Background: an optimization exercise with open tools, aiming at small area, a short achievable clock period and few clock cycles. Do not read the settings as production practice.
For this run, only the layout was checked, not whether the RTL still works.
Power figures rest on the tool's default switching activity, not on a simulated workload.

==> design/flow/design.v <==
module vs_layout (
    input  wire        clk,
    input  wire        rst,
    input  wire        start,
    input  wire [4:0]  fmt,
    input  wire [14:0] w,
    input  wire [14:0] h,
    output reg         done,
    output wire [3:0]  errcode,    
    output wire [1:0]  nplanes,
    output wire [31:0] total,
    output wire [14:0] p0_w, p1_w, p2_w,
    output wire [14:0] p0_h, p1_h, p2_h,
    output wire [16:0] p0_stride, p1_stride, p2_stride,
    output wire [31:0] p0_offset, p1_offset, p2_offset,
    output wire [31:0] p0_size, p1_size, p2_size,
    output wire [1:0]  p0_role, p1_role, p2_role
);
  wire i4   = (fmt <= 5'd8);                                    
  wire i3   = (fmt >= 5'd10) && (fmt <= 5'd12);                 
  wire i2   = ((fmt >= 5'd14) && (fmt <= 5'd16)) || ((fmt >= 5'd20) && (fmt <= 5'd22));
  wire i420 = (fmt == 5'd17) || (fmt == 5'd18);
  wire [16:0] w3p3 = {2'b00, w} + {1'b0, w, 1'b0} + 17'd3;
  wire [14:0] cw2  = (w >> 1) + {14'd0, w[0]};
  wire [14:0] cw4  = (w >> 2) + {14'd0, |w[1:0]};
  wire [14:0] a0   = i4 ? w : i3 ? w3p3[16:2] : i2 ? cw2 : cw4;
  wire [15:0] r0 = h[0] ? (i420 ? {a0, 1'b0} : {1'b0, a0}) : 16'd0;
  wire [14:0] pp1 = a0 & {15{h[1]}};
  wire [14:0] pp2 = a0 & {15{h[2]}};
  wire [14:0] pp3 = a0 & {15{h[3]}};
  wire [14:0] pp4 = a0 & {15{h[4]}};
  wire [14:0] pp5 = a0 & {15{h[5]}};
  wire [14:0] pp6 = a0 & {15{h[6]}};
  wire [14:0] pp7 = a0 & {15{h[7]}};
  wire [14:0] pp8 = a0 & {15{h[8]}};
  wire [14:0] pp9 = a0 & {15{h[9]}};
  wire [14:0] pp10 = a0 & {15{h[10]}};
  wire [14:0] pp11 = a0 & {15{h[11]}};
  wire [14:0] pp12 = a0 & {15{h[12]}};
  wire [14:0] pp13 = a0 & {15{h[13]}};
  wire [14:0] pp14 = a0 & {15{h[14]}};
  wire t1 = r0[13] ^ pp1[12];
  wire t2 = r0[13] & pp1[12];
  wire t3 = r0[14] ^ pp1[13] ^ pp2[12];
  wire t4 = (r0[14] & pp1[13]) | (r0[14] & pp2[12]) | (pp1[13] & pp2[12]);
  wire t5 = pp3[11] ^ pp4[10];
  wire t6 = pp3[11] & pp4[10];
  wire t7 = r0[15] ^ pp1[14] ^ pp2[13];
  wire t8 = (r0[15] & pp1[14]) | (r0[15] & pp2[13]) | (pp1[14] & pp2[13]);
  wire t9 = pp3[12] ^ pp4[11] ^ pp5[10];
  wire t10 = (pp3[12] & pp4[11]) | (pp3[12] & pp5[10]) | (pp4[11] & pp5[10]);
  wire t11 = pp2[14] ^ pp3[13] ^ pp4[12];
  wire t12 = (pp2[14] & pp3[13]) | (pp2[14] & pp4[12]) | (pp3[13] & pp4[12]);
  wire t13 = r0[9] ^ pp1[8];
  wire t14 = r0[9] & pp1[8];
  wire t15 = r0[10] ^ pp1[9] ^ pp2[8];
  wire t16 = (r0[10] & pp1[9]) | (r0[10] & pp2[8]) | (pp1[9] & pp2[8]);
  wire t17 = pp3[7] ^ pp4[6];
  wire t18 = pp3[7] & pp4[6];
  wire t19 = r0[11] ^ pp1[10] ^ pp2[9];
  wire t20 = (r0[11] & pp1[10]) | (r0[11] & pp2[9]) | (pp1[10] & pp2[9]);
  wire t21 = pp3[8] ^ pp4[7] ^ pp5[6];
  wire t22 = (pp3[8] & pp4[7]) | (pp3[8] & pp5[6]) | (pp4[7] & pp5[6]);
  wire t23 = pp6[5] ^ pp7[4];
  wire t24 = pp6[5] & pp7[4];
  wire t25 = r0[12] ^ pp1[11] ^ pp2[10];
  wire t26 = (r0[12] & pp1[11]) | (r0[12] & pp2[10]) | (pp1[11] & pp2[10]);
  wire t27 = pp3[9] ^ pp4[8] ^ pp5[7];
  wire t28 = (pp3[9] & pp4[8]) | (pp3[9] & pp5[7]) | (pp4[8] & pp5[7]);
  wire t29 = pp6[6] ^ pp7[5] ^ pp8[4];
  wire t30 = (pp6[6] & pp7[5]) | (pp6[6] & pp8[4]) | (pp7[5] & pp8[4]);
  wire t31 = pp9[3] ^ pp10[2];
  wire t32 = pp9[3] & pp10[2];
  wire t33 = t1 ^ pp2[11] ^ pp3[10];
  wire t34 = (t1 & pp2[11]) | (t1 & pp3[10]) | (pp2[11] & pp3[10]);
  wire t35 = pp4[9] ^ pp5[8] ^ pp6[7];
  wire t36 = (pp4[9] & pp5[8]) | (pp4[9] & pp6[7]) | (pp5[8] & pp6[7]);
  wire t37 = pp7[6] ^ pp8[5] ^ pp9[4];
  wire t38 = (pp7[6] & pp8[5]) | (pp7[6] & pp9[4]) | (pp8[5] & pp9[4]);
  wire t39 = pp10[3] ^ pp11[2] ^ pp12[1];
  wire t40 = (pp10[3] & pp11[2]) | (pp10[3] & pp12[1]) | (pp11[2] & pp12[1]);
  wire t41 = t2 ^ t3 ^ t5;
  wire t42 = (t2 & t3) | (t2 & t5) | (t3 & t5);
  wire t43 = pp5[9] ^ pp6[8] ^ pp7[7];
  wire t44 = (pp5[9] & pp6[8]) | (pp5[9] & pp7[7]) | (pp6[8] & pp7[7]);
  wire t45 = pp8[6] ^ pp9[5] ^ pp10[4];
  wire t46 = (pp8[6] & pp9[5]) | (pp8[6] & pp10[4]) | (pp9[5] & pp10[4]);
  wire t47 = pp11[3] ^ pp12[2] ^ pp13[1];
  wire t48 = (pp11[3] & pp12[2]) | (pp11[3] & pp13[1]) | (pp12[2] & pp13[1]);
  wire t49 = t4 ^ t6 ^ t7;
  wire t50 = (t4 & t6) | (t4 & t7) | (t6 & t7);
  wire t51 = t9 ^ pp6[9] ^ pp7[8];
  wire t52 = (t9 & pp6[9]) | (t9 & pp7[8]) | (pp6[9] & pp7[8]);
  wire t53 = pp8[7] ^ pp9[6] ^ pp10[5];
  wire t54 = (pp8[7] & pp9[6]) | (pp8[7] & pp10[5]) | (pp9[6] & pp10[5]);
  wire t55 = pp11[4] ^ pp12[3] ^ pp13[2];
  wire t56 = (pp11[4] & pp12[3]) | (pp11[4] & pp13[2]) | (pp12[3] & pp13[2]);
  wire t57 = t8 ^ t10 ^ t11;
  wire t58 = (t8 & t10) | (t8 & t11) | (t10 & t11);
  wire t59 = pp5[11] ^ pp6[10] ^ pp7[9];
  wire t60 = (pp5[11] & pp6[10]) | (pp5[11] & pp7[9]) | (pp6[10] & pp7[9]);
  wire t61 = pp8[8] ^ pp9[7] ^ pp10[6];
  wire t62 = (pp8[8] & pp9[7]) | (pp8[8] & pp10[6]) | (pp9[7] & pp10[6]);
  wire t63 = pp11[5] ^ pp12[4] ^ pp13[3];
  wire t64 = (pp11[5] & pp12[4]) | (pp11[5] & pp13[3]) | (pp12[4] & pp13[3]);
  wire t65 = t12 ^ pp3[14] ^ pp4[13];
  wire t66 = (t12 & pp3[14]) | (t12 & pp4[13]) | (pp3[14] & pp4[13]);
  wire t67 = pp5[12] ^ pp6[11] ^ pp7[10];
  wire t68 = (pp5[12] & pp6[11]) | (pp5[12] & pp7[10]) | (pp6[11] & pp7[10]);
  wire t69 = pp8[9] ^ pp9[8] ^ pp10[7];
  wire t70 = (pp8[9] & pp9[8]) | (pp8[9] & pp10[7]) | (pp9[8] & pp10[7]);
  wire t71 = pp11[6] ^ pp12[5] ^ pp13[4];
  wire t72 = (pp11[6] & pp12[5]) | (pp11[6] & pp13[4]) | (pp12[5] & pp13[4]);
  wire t73 = pp4[14] ^ pp5[13] ^ pp6[12];
  wire t74 = (pp4[14] & pp5[13]) | (pp4[14] & pp6[12]) | (pp5[13] & pp6[12]);
  wire t75 = pp7[11] ^ pp8[10] ^ pp9[9];
  wire t76 = (pp7[11] & pp8[10]) | (pp7[11] & pp9[9]) | (pp8[10] & pp9[9]);
  wire t77 = pp10[8] ^ pp11[7] ^ pp12[6];
  wire t78 = (pp10[8] & pp11[7]) | (pp10[8] & pp12[6]) | (pp11[7] & pp12[6]);
  wire t79 = pp5[14] ^ pp6[13] ^ pp7[12];
  wire t80 = (pp5[14] & pp6[13]) | (pp5[14] & pp7[12]) | (pp6[13] & pp7[12]);
  wire t81 = pp8[11] ^ pp9[10] ^ pp10[9];
  wire t82 = (pp8[11] & pp9[10]) | (pp8[11] & pp10[9]) | (pp9[10] & pp10[9]);
  wire t83 = pp6[14] ^ pp7[13] ^ pp8[12];
  wire t84 = (pp6[14] & pp7[13]) | (pp6[14] & pp8[12]) | (pp7[13] & pp8[12]);
  wire t85 = r0[6] ^ pp1[5];
  wire t86 = r0[6] & pp1[5];
  wire t87 = r0[7] ^ pp1[6] ^ pp2[5];
  wire t88 = (r0[7] & pp1[6]) | (r0[7] & pp2[5]) | (pp1[6] & pp2[5]);
  wire t89 = pp3[4] ^ pp4[3];
  wire t90 = pp3[4] & pp4[3];
  wire t91 = r0[8] ^ pp1[7] ^ pp2[6];
  wire t92 = (r0[8] & pp1[7]) | (r0[8] & pp2[6]) | (pp1[7] & pp2[6]);
  wire t93 = pp3[5] ^ pp4[4] ^ pp5[3];
  wire t94 = (pp3[5] & pp4[4]) | (pp3[5] & pp5[3]) | (pp4[4] & pp5[3]);
  wire t95 = pp6[2] ^ pp7[1];
  wire t96 = pp6[2] & pp7[1];
  wire t97 = t13 ^ pp2[7] ^ pp3[6];
  wire t98 = (t13 & pp2[7]) | (t13 & pp3[6]) | (pp2[7] & pp3[6]);
  wire t99 = pp4[5] ^ pp5[4] ^ pp6[3];
  wire t100 = (pp4[5] & pp5[4]) | (pp4[5] & pp6[3]) | (pp5[4] & pp6[3]);
  wire t101 = pp7[2] ^ pp8[1] ^ pp9[0];
  wire t102 = (pp7[2] & pp8[1]) | (pp7[2] & pp9[0]) | (pp8[1] & pp9[0]);
  wire t103 = t14 ^ t15 ^ t17;
  wire t104 = (t14 & t15) | (t14 & t17) | (t15 & t17);
  wire t105 = pp5[5] ^ pp6[4] ^ pp7[3];
  wire t106 = (pp5[5] & pp6[4]) | (pp5[5] & pp7[3]) | (pp6[4] & pp7[3]);
  wire t107 = pp8[2] ^ pp9[1] ^ pp10[0];
  wire t108 = (pp8[2] & pp9[1]) | (pp8[2] & pp10[0]) | (pp9[1] & pp10[0]);
  wire t109 = t16 ^ t18 ^ t19;
  wire t110 = (t16 & t18) | (t16 & t19) | (t18 & t19);
  wire t111 = t21 ^ t23 ^ pp8[3];
  wire t112 = (t21 & t23) | (t21 & pp8[3]) | (t23 & pp8[3]);
  wire t113 = pp9[2] ^ pp10[1] ^ pp11[0];
  wire t114 = (pp9[2] & pp10[1]) | (pp9[2] & pp11[0]) | (pp10[1] & pp11[0]);
  wire t115 = t20 ^ t22 ^ t24;
  wire t116 = (t20 & t22) | (t20 & t24) | (t22 & t24);
  wire t117 = t25 ^ t27 ^ t29;
  wire t118 = (t25 & t27) | (t25 & t29) | (t27 & t29);
  wire t119 = t31 ^ pp11[1] ^ pp12[0];
  wire t120 = (t31 & pp11[1]) | (t31 & pp12[0]) | (pp11[1] & pp12[0]);
  wire t121 = t26 ^ t28 ^ t30;
  wire t122 = (t26 & t28) | (t26 & t30) | (t28 & t30);
  wire t123 = t32 ^ t33 ^ t35;
  wire t124 = (t32 & t33) | (t32 & t35) | (t33 & t35);
  wire t125 = t37 ^ t39 ^ pp13[0];
  wire t126 = (t37 & t39) | (t37 & pp13[0]) | (t39 & pp13[0]);
  wire t127 = t34 ^ t36 ^ t38;
  wire t128 = (t34 & t36) | (t34 & t38) | (t36 & t38);
  wire t129 = t40 ^ t41 ^ t43;
  wire t130 = (t40 & t41) | (t40 & t43) | (t41 & t43);
  wire t131 = t45 ^ t47 ^ pp14[0];
  wire t132 = (t45 & t47) | (t45 & pp14[0]) | (t47 & pp14[0]);
  wire t133 = t42 ^ t44 ^ t46;
  wire t134 = (t42 & t44) | (t42 & t46) | (t44 & t46);
  wire t135 = t48 ^ t49 ^ t51;
  wire t136 = (t48 & t49) | (t48 & t51) | (t49 & t51);
  wire t137 = t53 ^ t55 ^ pp14[1];
  wire t138 = (t53 & t55) | (t53 & pp14[1]) | (t55 & pp14[1]);
  wire t139 = t50 ^ t52 ^ t54;
  wire t140 = (t50 & t52) | (t50 & t54) | (t52 & t54);
  wire t141 = t56 ^ t57 ^ t59;
  wire t142 = (t56 & t57) | (t56 & t59) | (t57 & t59);
  wire t143 = t61 ^ t63 ^ pp14[2];
  wire t144 = (t61 & t63) | (t61 & pp14[2]) | (t63 & pp14[2]);
  wire t145 = t58 ^ t60 ^ t62;
  wire t146 = (t58 & t60) | (t58 & t62) | (t60 & t62);
  wire t147 = t64 ^ t65 ^ t67;
  wire t148 = (t64 & t65) | (t64 & t67) | (t65 & t67);
  wire t149 = t69 ^ t71 ^ pp14[3];
  wire t150 = (t69 & t71) | (t69 & pp14[3]) | (t71 & pp14[3]);
  wire t151 = t66 ^ t68 ^ t70;
  wire t152 = (t66 & t68) | (t66 & t70) | (t68 & t70);
  wire t153 = t72 ^ t73 ^ t75;
  wire t154 = (t72 & t73) | (t72 & t75) | (t73 & t75);
  wire t155 = t77 ^ pp13[5] ^ pp14[4];
  wire t156 = (t77 & pp13[5]) | (t77 & pp14[4]) | (pp13[5] & pp14[4]);
  wire t157 = t74 ^ t76 ^ t78;
  wire t158 = (t74 & t76) | (t74 & t78) | (t76 & t78);
  wire t159 = t79 ^ t81 ^ pp11[8];
  wire t160 = (t79 & t81) | (t79 & pp11[8]) | (t81 & pp11[8]);
  wire t161 = pp12[7] ^ pp13[6] ^ pp14[5];
  wire t162 = (pp12[7] & pp13[6]) | (pp12[7] & pp14[5]) | (pp13[6] & pp14[5]);
  wire t163 = t80 ^ t82 ^ t83;
  wire t164 = (t80 & t82) | (t80 & t83) | (t82 & t83);
  wire t165 = pp9[11] ^ pp10[10] ^ pp11[9];
  wire t166 = (pp9[11] & pp10[10]) | (pp9[11] & pp11[9]) | (pp10[10] & pp11[9]);
  wire t167 = pp12[8] ^ pp13[7] ^ pp14[6];
  wire t168 = (pp12[8] & pp13[7]) | (pp12[8] & pp14[6]) | (pp13[7] & pp14[6]);
  wire t169 = t84 ^ pp7[14] ^ pp8[13];
  wire t170 = (t84 & pp7[14]) | (t84 & pp8[13]) | (pp7[14] & pp8[13]);
  wire t171 = pp9[12] ^ pp10[11] ^ pp11[10];
  wire t172 = (pp9[12] & pp10[11]) | (pp9[12] & pp11[10]) | (pp10[11] & pp11[10]);
  wire t173 = pp12[9] ^ pp13[8] ^ pp14[7];
  wire t174 = (pp12[9] & pp13[8]) | (pp12[9] & pp14[7]) | (pp13[8] & pp14[7]);
  wire t175 = pp8[14] ^ pp9[13] ^ pp10[12];
  wire t176 = (pp8[14] & pp9[13]) | (pp8[14] & pp10[12]) | (pp9[13] & pp10[12]);
  wire t177 = pp11[11] ^ pp12[10] ^ pp13[9];
  wire t178 = (pp11[11] & pp12[10]) | (pp11[11] & pp13[9]) | (pp12[10] & pp13[9]);
  wire t179 = pp9[14] ^ pp10[13] ^ pp11[12];
  wire t180 = (pp9[14] & pp10[13]) | (pp9[14] & pp11[12]) | (pp10[13] & pp11[12]);
  wire t181 = r0[4] ^ pp1[3];
  wire t182 = r0[4] & pp1[3];
  wire t183 = r0[5] ^ pp1[4] ^ pp2[3];
  wire t184 = (r0[5] & pp1[4]) | (r0[5] & pp2[3]) | (pp1[4] & pp2[3]);
  wire t185 = pp3[2] ^ pp4[1];
  wire t186 = pp3[2] & pp4[1];
  wire t187 = t85 ^ pp2[4] ^ pp3[3];
  wire t188 = (t85 & pp2[4]) | (t85 & pp3[3]) | (pp2[4] & pp3[3]);
  wire t189 = pp4[2] ^ pp5[1] ^ pp6[0];
  wire t190 = (pp4[2] & pp5[1]) | (pp4[2] & pp6[0]) | (pp5[1] & pp6[0]);
  wire t191 = t86 ^ t87 ^ t89;
  wire t192 = (t86 & t87) | (t86 & t89) | (t87 & t89);
  wire t193 = pp5[2] ^ pp6[1] ^ pp7[0];
  wire t194 = (pp5[2] & pp6[1]) | (pp5[2] & pp7[0]) | (pp6[1] & pp7[0]);
  wire t195 = t88 ^ t90 ^ t91;
  wire t196 = (t88 & t90) | (t88 & t91) | (t90 & t91);
  wire t197 = t93 ^ t95 ^ pp8[0];
  wire t198 = (t93 & t95) | (t93 & pp8[0]) | (t95 & pp8[0]);
  wire t199 = t92 ^ t94 ^ t96;
  wire t200 = (t92 & t94) | (t92 & t96) | (t94 & t96);
  wire t201 = t97 ^ t99 ^ t101;
  wire t202 = (t97 & t99) | (t97 & t101) | (t99 & t101);
  wire t203 = t98 ^ t100 ^ t102;
  wire t204 = (t98 & t100) | (t98 & t102) | (t100 & t102);
  wire t205 = t103 ^ t105 ^ t107;
  wire t206 = (t103 & t105) | (t103 & t107) | (t105 & t107);
  wire t207 = t104 ^ t106 ^ t108;
  wire t208 = (t104 & t106) | (t104 & t108) | (t106 & t108);
  wire t209 = t109 ^ t111 ^ t113;
  wire t210 = (t109 & t111) | (t109 & t113) | (t111 & t113);
  wire t211 = t110 ^ t112 ^ t114;
  wire t212 = (t110 & t112) | (t110 & t114) | (t112 & t114);
  wire t213 = t115 ^ t117 ^ t119;
  wire t214 = (t115 & t117) | (t115 & t119) | (t117 & t119);
  wire t215 = t116 ^ t118 ^ t120;
  wire t216 = (t116 & t118) | (t116 & t120) | (t118 & t120);
  wire t217 = t121 ^ t123 ^ t125;
  wire t218 = (t121 & t123) | (t121 & t125) | (t123 & t125);
  wire t219 = t122 ^ t124 ^ t126;
  wire t220 = (t122 & t124) | (t122 & t126) | (t124 & t126);
  wire t221 = t127 ^ t129 ^ t131;
  wire t222 = (t127 & t129) | (t127 & t131) | (t129 & t131);
  wire t223 = t128 ^ t130 ^ t132;
  wire t224 = (t128 & t130) | (t128 & t132) | (t130 & t132);
  wire t225 = t133 ^ t135 ^ t137;
  wire t226 = (t133 & t135) | (t133 & t137) | (t135 & t137);
  wire t227 = t134 ^ t136 ^ t138;
  wire t228 = (t134 & t136) | (t134 & t138) | (t136 & t138);
  wire t229 = t139 ^ t141 ^ t143;
  wire t230 = (t139 & t141) | (t139 & t143) | (t141 & t143);
  wire t231 = t140 ^ t142 ^ t144;
  wire t232 = (t140 & t142) | (t140 & t144) | (t142 & t144);
  wire t233 = t145 ^ t147 ^ t149;
  wire t234 = (t145 & t147) | (t145 & t149) | (t147 & t149);
  wire t235 = t146 ^ t148 ^ t150;
  wire t236 = (t146 & t148) | (t146 & t150) | (t148 & t150);
  wire t237 = t151 ^ t153 ^ t155;
  wire t238 = (t151 & t153) | (t151 & t155) | (t153 & t155);
  wire t239 = t152 ^ t154 ^ t156;
  wire t240 = (t152 & t154) | (t152 & t156) | (t154 & t156);
  wire t241 = t157 ^ t159 ^ t161;
  wire t242 = (t157 & t159) | (t157 & t161) | (t159 & t161);
  wire t243 = t158 ^ t160 ^ t162;
  wire t244 = (t158 & t160) | (t158 & t162) | (t160 & t162);
  wire t245 = t163 ^ t165 ^ t167;
  wire t246 = (t163 & t165) | (t163 & t167) | (t165 & t167);
  wire t247 = t164 ^ t166 ^ t168;
  wire t248 = (t164 & t166) | (t164 & t168) | (t166 & t168);
  wire t249 = t169 ^ t171 ^ t173;
  wire t250 = (t169 & t171) | (t169 & t173) | (t171 & t173);
  wire t251 = t170 ^ t172 ^ t174;
  wire t252 = (t170 & t172) | (t170 & t174) | (t172 & t174);
  wire t253 = t175 ^ t177 ^ pp14[8];
  wire t254 = (t175 & t177) | (t175 & pp14[8]) | (t177 & pp14[8]);
  wire t255 = t176 ^ t178 ^ t179;
  wire t256 = (t176 & t178) | (t176 & t179) | (t178 & t179);
  wire t257 = pp12[11] ^ pp13[10] ^ pp14[9];
  wire t258 = (pp12[11] & pp13[10]) | (pp12[11] & pp14[9]) | (pp13[10] & pp14[9]);
  wire t259 = t180 ^ pp10[14] ^ pp11[13];
  wire t260 = (t180 & pp10[14]) | (t180 & pp11[13]) | (pp10[14] & pp11[13]);
  wire t261 = pp12[12] ^ pp13[11] ^ pp14[10];
  wire t262 = (pp12[12] & pp13[11]) | (pp12[12] & pp14[10]) | (pp13[11] & pp14[10]);
  wire t263 = pp11[14] ^ pp12[13] ^ pp13[12];
  wire t264 = (pp11[14] & pp12[13]) | (pp11[14] & pp13[12]) | (pp12[13] & pp13[12]);
  wire t265 = r0[3] ^ pp1[2];
  wire t266 = r0[3] & pp1[2];
  wire t267 = t181 ^ pp2[2] ^ pp3[1];
  wire t268 = (t181 & pp2[2]) | (t181 & pp3[1]) | (pp2[2] & pp3[1]);
  wire t269 = t182 ^ t183 ^ t185;
  wire t270 = (t182 & t183) | (t182 & t185) | (t183 & t185);
  wire t271 = t184 ^ t186 ^ t187;
  wire t272 = (t184 & t186) | (t184 & t187) | (t186 & t187);
  wire t273 = t188 ^ t190 ^ t191;
  wire t274 = (t188 & t190) | (t188 & t191) | (t190 & t191);
  wire t275 = t192 ^ t194 ^ t195;
  wire t276 = (t192 & t194) | (t192 & t195) | (t194 & t195);
  wire t277 = t196 ^ t198 ^ t199;
  wire t278 = (t196 & t198) | (t196 & t199) | (t198 & t199);
  wire t279 = t200 ^ t202 ^ t203;
  wire t280 = (t200 & t202) | (t200 & t203) | (t202 & t203);
  wire t281 = t204 ^ t206 ^ t207;
  wire t282 = (t204 & t206) | (t204 & t207) | (t206 & t207);
  wire t283 = t208 ^ t210 ^ t211;
  wire t284 = (t208 & t210) | (t208 & t211) | (t210 & t211);
  wire t285 = t212 ^ t214 ^ t215;
  wire t286 = (t212 & t214) | (t212 & t215) | (t214 & t215);
  wire t287 = t216 ^ t218 ^ t219;
  wire t288 = (t216 & t218) | (t216 & t219) | (t218 & t219);
  wire t289 = t220 ^ t222 ^ t223;
  wire t290 = (t220 & t222) | (t220 & t223) | (t222 & t223);
  wire t291 = t224 ^ t226 ^ t227;
  wire t292 = (t224 & t226) | (t224 & t227) | (t226 & t227);
  wire t293 = t228 ^ t230 ^ t231;
  wire t294 = (t228 & t230) | (t228 & t231) | (t230 & t231);
  wire t295 = t232 ^ t234 ^ t235;
  wire t296 = (t232 & t234) | (t232 & t235) | (t234 & t235);
  wire t297 = t236 ^ t238 ^ t239;
  wire t298 = (t236 & t238) | (t236 & t239) | (t238 & t239);
  wire t299 = t240 ^ t242 ^ t243;
  wire t300 = (t240 & t242) | (t240 & t243) | (t242 & t243);
  wire t301 = t244 ^ t246 ^ t247;
  wire t302 = (t244 & t246) | (t244 & t247) | (t246 & t247);
  wire t303 = t248 ^ t250 ^ t251;
  wire t304 = (t248 & t250) | (t248 & t251) | (t250 & t251);
  wire t305 = t252 ^ t254 ^ t255;
  wire t306 = (t252 & t254) | (t252 & t255) | (t254 & t255);
  wire t307 = t256 ^ t258 ^ t259;
  wire t308 = (t256 & t258) | (t256 & t259) | (t258 & t259);
  wire t309 = t260 ^ t262 ^ t263;
  wire t310 = (t260 & t262) | (t260 & t263) | (t262 & t263);
  wire t311 = t264 ^ pp12[14] ^ pp13[13];
  wire t312 = (t264 & pp12[14]) | (t264 & pp13[13]) | (pp12[14] & pp13[13]);
  wire t313 = r0[2] ^ pp1[1];
  wire t314 = r0[2] & pp1[1];
  wire t315 = t265 ^ pp2[1] ^ pp3[0];
  wire t316 = (t265 & pp2[1]) | (t265 & pp3[0]) | (pp2[1] & pp3[0]);
  wire t317 = t266 ^ t267 ^ pp4[0];
  wire t318 = (t266 & t267) | (t266 & pp4[0]) | (t267 & pp4[0]);
  wire t319 = t268 ^ t269 ^ pp5[0];
  wire t320 = (t268 & t269) | (t268 & pp5[0]) | (t269 & pp5[0]);
  wire t321 = t270 ^ t271 ^ t189;
  wire t322 = (t270 & t271) | (t270 & t189) | (t271 & t189);
  wire t323 = t272 ^ t273 ^ t193;
  wire t324 = (t272 & t273) | (t272 & t193) | (t273 & t193);
  wire t325 = t274 ^ t275 ^ t197;
  wire t326 = (t274 & t275) | (t274 & t197) | (t275 & t197);
  wire t327 = t276 ^ t277 ^ t201;
  wire t328 = (t276 & t277) | (t276 & t201) | (t277 & t201);
  wire t329 = t278 ^ t279 ^ t205;
  wire t330 = (t278 & t279) | (t278 & t205) | (t279 & t205);
  wire t331 = t280 ^ t281 ^ t209;
  wire t332 = (t280 & t281) | (t280 & t209) | (t281 & t209);
  wire t333 = t282 ^ t283 ^ t213;
  wire t334 = (t282 & t283) | (t282 & t213) | (t283 & t213);
  wire t335 = t284 ^ t285 ^ t217;
  wire t336 = (t284 & t285) | (t284 & t217) | (t285 & t217);
  wire t337 = t286 ^ t287 ^ t221;
  wire t338 = (t286 & t287) | (t286 & t221) | (t287 & t221);
  wire t339 = t288 ^ t289 ^ t225;
  wire t340 = (t288 & t289) | (t288 & t225) | (t289 & t225);
  wire t341 = t290 ^ t291 ^ t229;
  wire t342 = (t290 & t291) | (t290 & t229) | (t291 & t229);
  wire t343 = t292 ^ t293 ^ t233;
  wire t344 = (t292 & t293) | (t292 & t233) | (t293 & t233);
  wire t345 = t294 ^ t295 ^ t237;
  wire t346 = (t294 & t295) | (t294 & t237) | (t295 & t237);
  wire t347 = t296 ^ t297 ^ t241;
  wire t348 = (t296 & t297) | (t296 & t241) | (t297 & t241);
  wire t349 = t298 ^ t299 ^ t245;
  wire t350 = (t298 & t299) | (t298 & t245) | (t299 & t245);
  wire t351 = t300 ^ t301 ^ t249;
  wire t352 = (t300 & t301) | (t300 & t249) | (t301 & t249);
  wire t353 = t302 ^ t303 ^ t253;
  wire t354 = (t302 & t303) | (t302 & t253) | (t303 & t253);
  wire t355 = t304 ^ t305 ^ t257;
  wire t356 = (t304 & t305) | (t304 & t257) | (t305 & t257);
  wire t357 = t306 ^ t307 ^ t261;
  wire t358 = (t306 & t307) | (t306 & t261) | (t307 & t261);
  wire t359 = t308 ^ t309 ^ pp14[11];
  wire t360 = (t308 & t309) | (t308 & pp14[11]) | (t309 & pp14[11]);
  wire t361 = t310 ^ t311 ^ pp14[12];
  wire t362 = (t310 & t311) | (t310 & pp14[12]) | (t311 & pp14[12]);
  wire t363 = t312 ^ pp13[14] ^ pp14[13];
  wire t364 = (t312 & pp13[14]) | (t312 & pp14[13]) | (pp13[14] & pp14[13]);
  wire [29:0] sum_s = {1'b0, t364, t362, t360, t358, t356, t354, t352, t350, t348, t346, t344, t342, t340, t338, t336, t334, t332, t330, t328, t326, t324, t322, t320, t318, t316, t314, t313, r0[1], r0[0]};
  wire [29:0] sum_c = {1'b0, pp14[14], t363, t361, t359, t357, t355, t353, t351, t349, t347, t345, t343, t341, t339, t337, t335, t333, t331, t329, t327, t325, t323, t321, t319, t317, t315, pp2[0], pp1[0], 1'b0};
  reg [14:0] wr, hr, a0r;
  reg [29:0] qs, qc;
  reg        planar, y444, y42b, y41b, c420, yv12, e_fmt, e_dim;
  always @(posedge clk) begin
    done   <= start & ~rst;
    wr     <= w;
    hr     <= h;
    a0r    <= a0;
    qs     <= sum_s;
    qc     <= sum_c;
    y444   <= (fmt == 5'd9);
    y42b   <= (fmt == 5'd13);
    y41b   <= (fmt == 5'd19);
    c420   <= i420;
    yv12   <= (fmt == 5'd18);
    planar <= (fmt == 5'd9) || (fmt == 5'd13) || (fmt == 5'd19) || i420;
    e_fmt  <= (fmt > 5'd23);
    e_dim  <= (w == 15'd0) || (h == 15'd0);
  end
  wire [29:0] q0 = qs + qc;
  wire [1:0]  t   = (y42b | c420) ? {1'b0, a0r[0]} : y41b ? (2'd0 - a0r[1:0]) : 2'd0;
  wire        ec0 = c420 & t[0] & hr[0];
  wire [29:0] u   = qs + qc + (t[0] ? {15'd0, hr} : 30'd0) + (t[1] ? {14'd0, hr, 1'b0} : 30'd0)
                  + {29'd0, ec0};
  wire [27:0] q1  = y444 ? q0[27:0] : y42b ? u[28:1] : (y41b | c420) ? u[29:2] : 28'd0;
  wire [13:0] u1_2 = (a0r[14:1] + {13'd0, a0r[0]});              
  wire [13:0] u1_4 = (a0r[14:2] + {13'd0, |a0r[1:0]});           
  wire [13:0] a1  = y444 ? a0r[13:0] : y42b ? u1_2 : y41b ? u1_4 : c420 ? u1_2 : 14'd0;
  wire [29:0] q01 = q0 + {2'b00, q1};
  wire [29:0] qt  = q0 + {1'b0, q1, 1'b0};
  assign errcode = e_fmt ? 4'd1 : e_dim ? 4'd6 : 4'd0;
  assign nplanes = planar ? 2'd3 : 2'd1;
  assign total   = {qt, 2'b00};
  assign p0_w      = wr;
  assign p0_h      = hr;
  assign p0_stride = {a0r, 2'b00};
  assign p0_offset = 32'd0;
  assign p0_size   = {q0, 2'b00};
  assign p0_role   = 2'd0;
  wire [14:0] cw2r = (wr >> 1) + {14'd0, wr[0]};
  wire [14:0] pw   = y444 ? wr : y41b ? a0r : cw2r;
  wire [14:0] ph   = c420 ? (hr >> 1) + {14'd0, hr[0]} : hr;
  assign p1_w      = planar ? pw : 15'd0;
  assign p1_h      = planar ? ph : 15'd0;
  assign p1_stride = {1'b0, a1, 2'b00};
  assign p1_offset = planar ? {q0, 2'b00} : 32'd0;
  assign p1_size   = {2'b00, q1, 2'b00};
  assign p1_role   = planar ? (yv12 ? 2'd2 : 2'd1) : 2'd0;
  assign p2_w      = p1_w;
  assign p2_h      = p1_h;
  assign p2_stride = p1_stride;
  assign p2_offset = planar ? {q01, 2'b00} : 32'd0;
  assign p2_size   = p1_size;
  assign p2_role   = planar ? (yv12 ? 2'd1 : 2'd2) : 2'd0;
endmodule
==> design/flow/run.sh <==
#!/bin/bash
# synth_recipe.tcl (not shown) runs the flow's synth.tcl, then flattens the netlist and writes it again
# the make line also repeats each setting of config.mk as NAME=value (left out here)
make -C /OpenROAD-flow-scripts/flow DESIGN_CONFIG=/design/flow/config.mk WORK_HOME=/design/flow/orfs CLKGATE_MAP_FILE= SYNTH_SCRIPT=/design/flow/synth_recipe.tcl finish
==> design/flow/config.mk <==
export PLATFORM = sky130hd
export DESIGN_NAME = vs_layout
export DESIGN_NICKNAME = vs_layout
export VERILOG_FILES = /design/flow/design.v
export SDC_FILE = /design/flow/constraint.sdc
export NUM_CORES = 4
export LEC_CHECK = 0
export CAP_MARGIN = 20
export CORE_MARGIN = 2
export CORE_UTILIZATION = 55
export SETUP_SLACK_MARGIN = 4.5
export SLEW_MARGIN = 20
==> design/flow/constraint.sdc <==
create_clock -name core_clock -period 14.0 [get_ports {clk}]
set_input_delay 2.8000 -clock core_clock [delete_from_list [all_inputs] [get_ports {clk}]]
set_output_delay 2.8000 -clock core_clock [all_outputs]
set_load 0.01 [all_outputs]
==> results.sh <==
export IMPL_drt_pass1_iter_count=5
export IMPL_clkTransAtPathRegs_ps=80
export IMPL_slew_limit_headroom=0.215
export IMPL_drt_wl_total_um=61800
export IMPL_critical_path_arrival_ps=7220
export IMPL_grt_pass1_wl_um=95700
export IMPL_die_height_um=189
export IMPL_global_route_overflow_total=0
export IMPL_post_drt_wl_per_cell_um=19.6
export IMPL_core_rowCount=67
export IMPL_design_power_total_w=0.00657
export IMPL_ios=416
export IMPL_maxClockFrequency_mhz=99.8
export IMPL_min_period_ps=10020
export IMPL_ys_types=90
export IMPL_finalCritPeriodShare=0.716
export IMPL_max_cap_violations=0
export IMPL_synth_cells=2383
export IMPL_design_final_nets=3083
export IMPL_cts_buffers_inserted=9
export IMPL_rsz_0062_raised_after_global_routing="yes"
export IMPL_path_depth=32
export IMPL_core_um2=33700
export IMPL_cell_family_with_the_largest_share_of_critical_path_delay="compound AO/OA/AOI/OAI gates"
export IMPL_detailedRoute_firstIterationViolations=1328
export IMPL_postSynth_asyncResetShare=0
export IMPL_critical_path_slowest_cell="sky130_fd_sc_hd__fa_1"
export IMPL_worst_path_buf_inv=5
export IMPL_grt_usage=0.335
export IMPL_grt_max_degree=101
export IMPL_timing_critical_path_fanout_max=4
export IMPL_area_growth_pct=27.4
export IMPL_critPathCaptureType="output pin"
export IMPL_synth_warnings=1
export IMPL_synth_edff_count=0
export IMPL_via_count=18000
export IMPL_cts_tree="yes"
export IMPL_critical_path_max_stage_delay_ps=500
export IMPL_via_per_inst=5.70
export IMPL_cts_root_to_sink_buffers=2
export IMPL_worstSetupStartpoint="qc[6]$_DFF_P_"
export IMPL_synth_seq_cells=111
export IMPL_via_count_of_the_first_global_routing_pass=17700
export IMPL_die_x_um=189
export IMPL_finalHoldViolations=0
export IMPL_status="complete, no violations"
export IMPL_clock_sinks=111
export IMPL_vdd_drop_max_uv=390
export IMPL_post_route_cells_drive_above_1_share=0.134
export IMPL_power_density_nw_per_um2=273
export IMPL_route_antenna_remaining_nets=0
export IMPL_nature_of_the_critical_path_startpoint="register"
export IMPL_number_of_failing_setup_endpoints_in_the_final_timing_report=0
export IMPL_fp_dieArea_um2=35900
export IMPL_gp_routability_congestion=0.944
export IMPL_synth_avg_cell_area_um2=7.94
export IMPL_critPathRequiredTime_ps=11200
export IMPL_number_of_standard_cells_in_the_layout_taps_in_and_fillers_out=3148
export IMPL_port_buffers=355
export IMPL_start_util=0.561
export IMPL_p_leak_nw=11.0
export IMPL_cts_root_buffer="sky130_fd_sc_hd__clkbuf_16"
export IMPL_antennaDiodeCount=0
export IMPL_place_detailed_hpwl_um=47300
export IMPL_antenna_found_initial=0
export IMPL_worstHoldPathType="in2reg"
export IMPL_place_inst=3033
export IMPL_report_final_slew_viol_count=0
export IMPL_timing_critical_path_to="total[30]"
export IMPL_post_synthesis_sequential_area_ratio=0.117
export IMPL_worstSetupPathType="reg2out"
export IMPL_setup_tns_final_ps=0
export IMPL_drc_violation_count_after_routing=0
export IMPL_synth_main_ff_cell="sky130_fd_sc_hd__dfxtp_1"
export IMPL_cts_hold_fix_buffers=0
export IMPL_post_synth_instance_area_um2=18900
export IMPL_tightestPinTransition_ps=1170
export IMPL_cts_htree_levels=3
-- sequential cells by signal, summed over array words and instances, names as in the netlist --
signal  count
e_fmt       1
planar      1
y42b        1
yv12        1
a0r        15
y444        1
done        1
wr         15
qs         29
y41b        1
e_dim       1
c420        1
qc         28
hr         15
-- cell usage in the layout (no fill, tap or decap), drive strengths merged, types with 27 or more instances in the layout --
cell type / n
nand3: 49
o21ai: 84
nor2b: 89
xnor2: 110
a21oi: 145
dfxtp: 111
nor2: 204
a211oi: 27
ha: 163
buf: 137
xor2: 57
conb: 61
and2: 110
inv: 298
nand2: 188
clkdlybuf4s50: 327
fa: 187
a21o: 45
-- through the flow --
step | util | worst slack (ps) | instance area, um2 | hold slack, ps
6_report | 0.715 | 3980 | 24100 | 3000
5_1_grt | 0.715 | 3740 | 24100 | 2990
4_1_cts | 0.703 | 4280 | 23700 | 2990
3_5_place_dp | 0.656 | 2310 | 22100 | 3370
3_3_place_gp | 0.656 | 2540 | 22100 | 3330
2_1_floorplan | - | 4530 | 19200 | 2830
-- kinds of logic after synthesis --
family	Yosys count	share of synthesized area
XOR/XNOR	167	0.0795
adder cells (fa/ha/maj)	351	0.306
AND/OR/NAND/NOR	759	0.199
AO/OA/AOI/OAI	447	0.154
buffers and inverters	528	0.133
multiplexers	18	0.00992
flip-flops	111	0.117
other	2	0.000397
-- layout make-up --
cell class	instances	area, um2
clock buffer	9	225
inverter	295	1110
multi-input combinational	1803	15400
clock inverter	7	76.3
fill	2700	9610
tap	448	561
sequential	111	2240
timing repair buffer	475	4430
-- worst min path at each step --
stage               from            end  slack, ps  depth (start not counted)
global placement     rst   done$_DFF_P_       3330                          2
floorplan           h[0]  hr[0]$_DFF_P_       2830                          0
finish               rst   done$_DFF_P_       3000                          2
global route         rst   done$_DFF_P_       2990                          2
CTS                  rst   done$_DFF_P_       2990                          2
detailed placement   rst   done$_DFF_P_       3370                          2
-- repair_timing --
action	CTS	global route
buffers inserted	78	21
pin swaps	84	48
endpoints found under the setup margin	67	41
resized for setup	195	105
-- per-layer routing --
layer | share of wire | vias to the layer above | wire length (um) | track usage
li1 | - | 8215 | - | -
met1 | 0.41 | 8814 | 25600 | 0.438
met2 | 0.49 | 787 | 30200 | 0.578
met3 | 0.063 | 141 | 3870 | 0.0295
met4 | 0.035 | 0 | 2140 | 0.127
met5 | 0 | - | 0 | 0
-- cells in the mapped netlist (44+ instances only) --
| cell type | instances | area share |
|---|---|---|
| sky130_fd_sc_hd__nand3_1 | 47 | 0.012 |
| sky130_fd_sc_hd__a21oi_1 | 144 | 0.038 |
| sky130_fd_sc_hd__fa_1 | 187 | 0.20 |
| sky130_fd_sc_hd__and2_1 | 108 | 0.036 |
| sky130_fd_sc_hd__ha_1 | 163 | 0.11 |
| sky130_fd_sc_hd__nand2_1 | 187 | 0.037 |
| sky130_fd_sc_hd__buf_4 | 139 | 0.055 |
| sky130_fd_sc_hd__nor2_1 | 204 | 0.040 |
| sky130_fd_sc_hd__xnor2_1 | 107 | 0.050 |
| sky130_fd_sc_hd__a21o_1 | 44 | 0.017 |
| sky130_fd_sc_hd__inv_1 | 294 | 0.058 |
| sky130_fd_sc_hd__o21ai_0 | 77 | 0.020 |
| sky130_fd_sc_hd__dfxtp_1 | 111 | 0.12 |
| sky130_fd_sc_hd__xor2_1 | 56 | 0.026 |
| sky130_fd_sc_hd__clkbuf_1 | 85 | 0.017 |
| sky130_fd_sc_hd__nor2b_1 | 88 | 0.029 |
-- power breakdown --
| part | internal (W) | total [W] | switching (W) |
|---|---|---|---|
| Clock | 0.000127 | 0.000260 | 0.000133 |
| Combinational | 0.00267 | 0.00584 | 0.00317 |
| Sequential | 0.000414 | 0.000473 | 0.0000589 |

==> separate check: timing with driven ports <==
The results above use ideal ports. As a check the final layout listed here was re-extracted and re-timed, cells and wires unchanged.
Step 1 sets driving cells, clkbuf_16 on the clock port and buf_2 on the other inputs (assumed; they add their load-dependent delay and slew).
Step 2 moves the port delays by t, midway between the first and last clock arrival at a register: inputs arrive t later, outputs are due t later. That takes back most of the time a late clock gives input paths.
a / b / c = no drivers / after step 1 / after step 2; a / b = the first two.
t (ns): 0.407
slack for setup (ns): 3.976 / 3.929 / 4.336
worst slew at a driven data input, ns: 0.07
After both steps this run still meets setup and hold. The setup slack of this run moves by -0.047 ns with the drivers and by +0.360 ns with both steps.
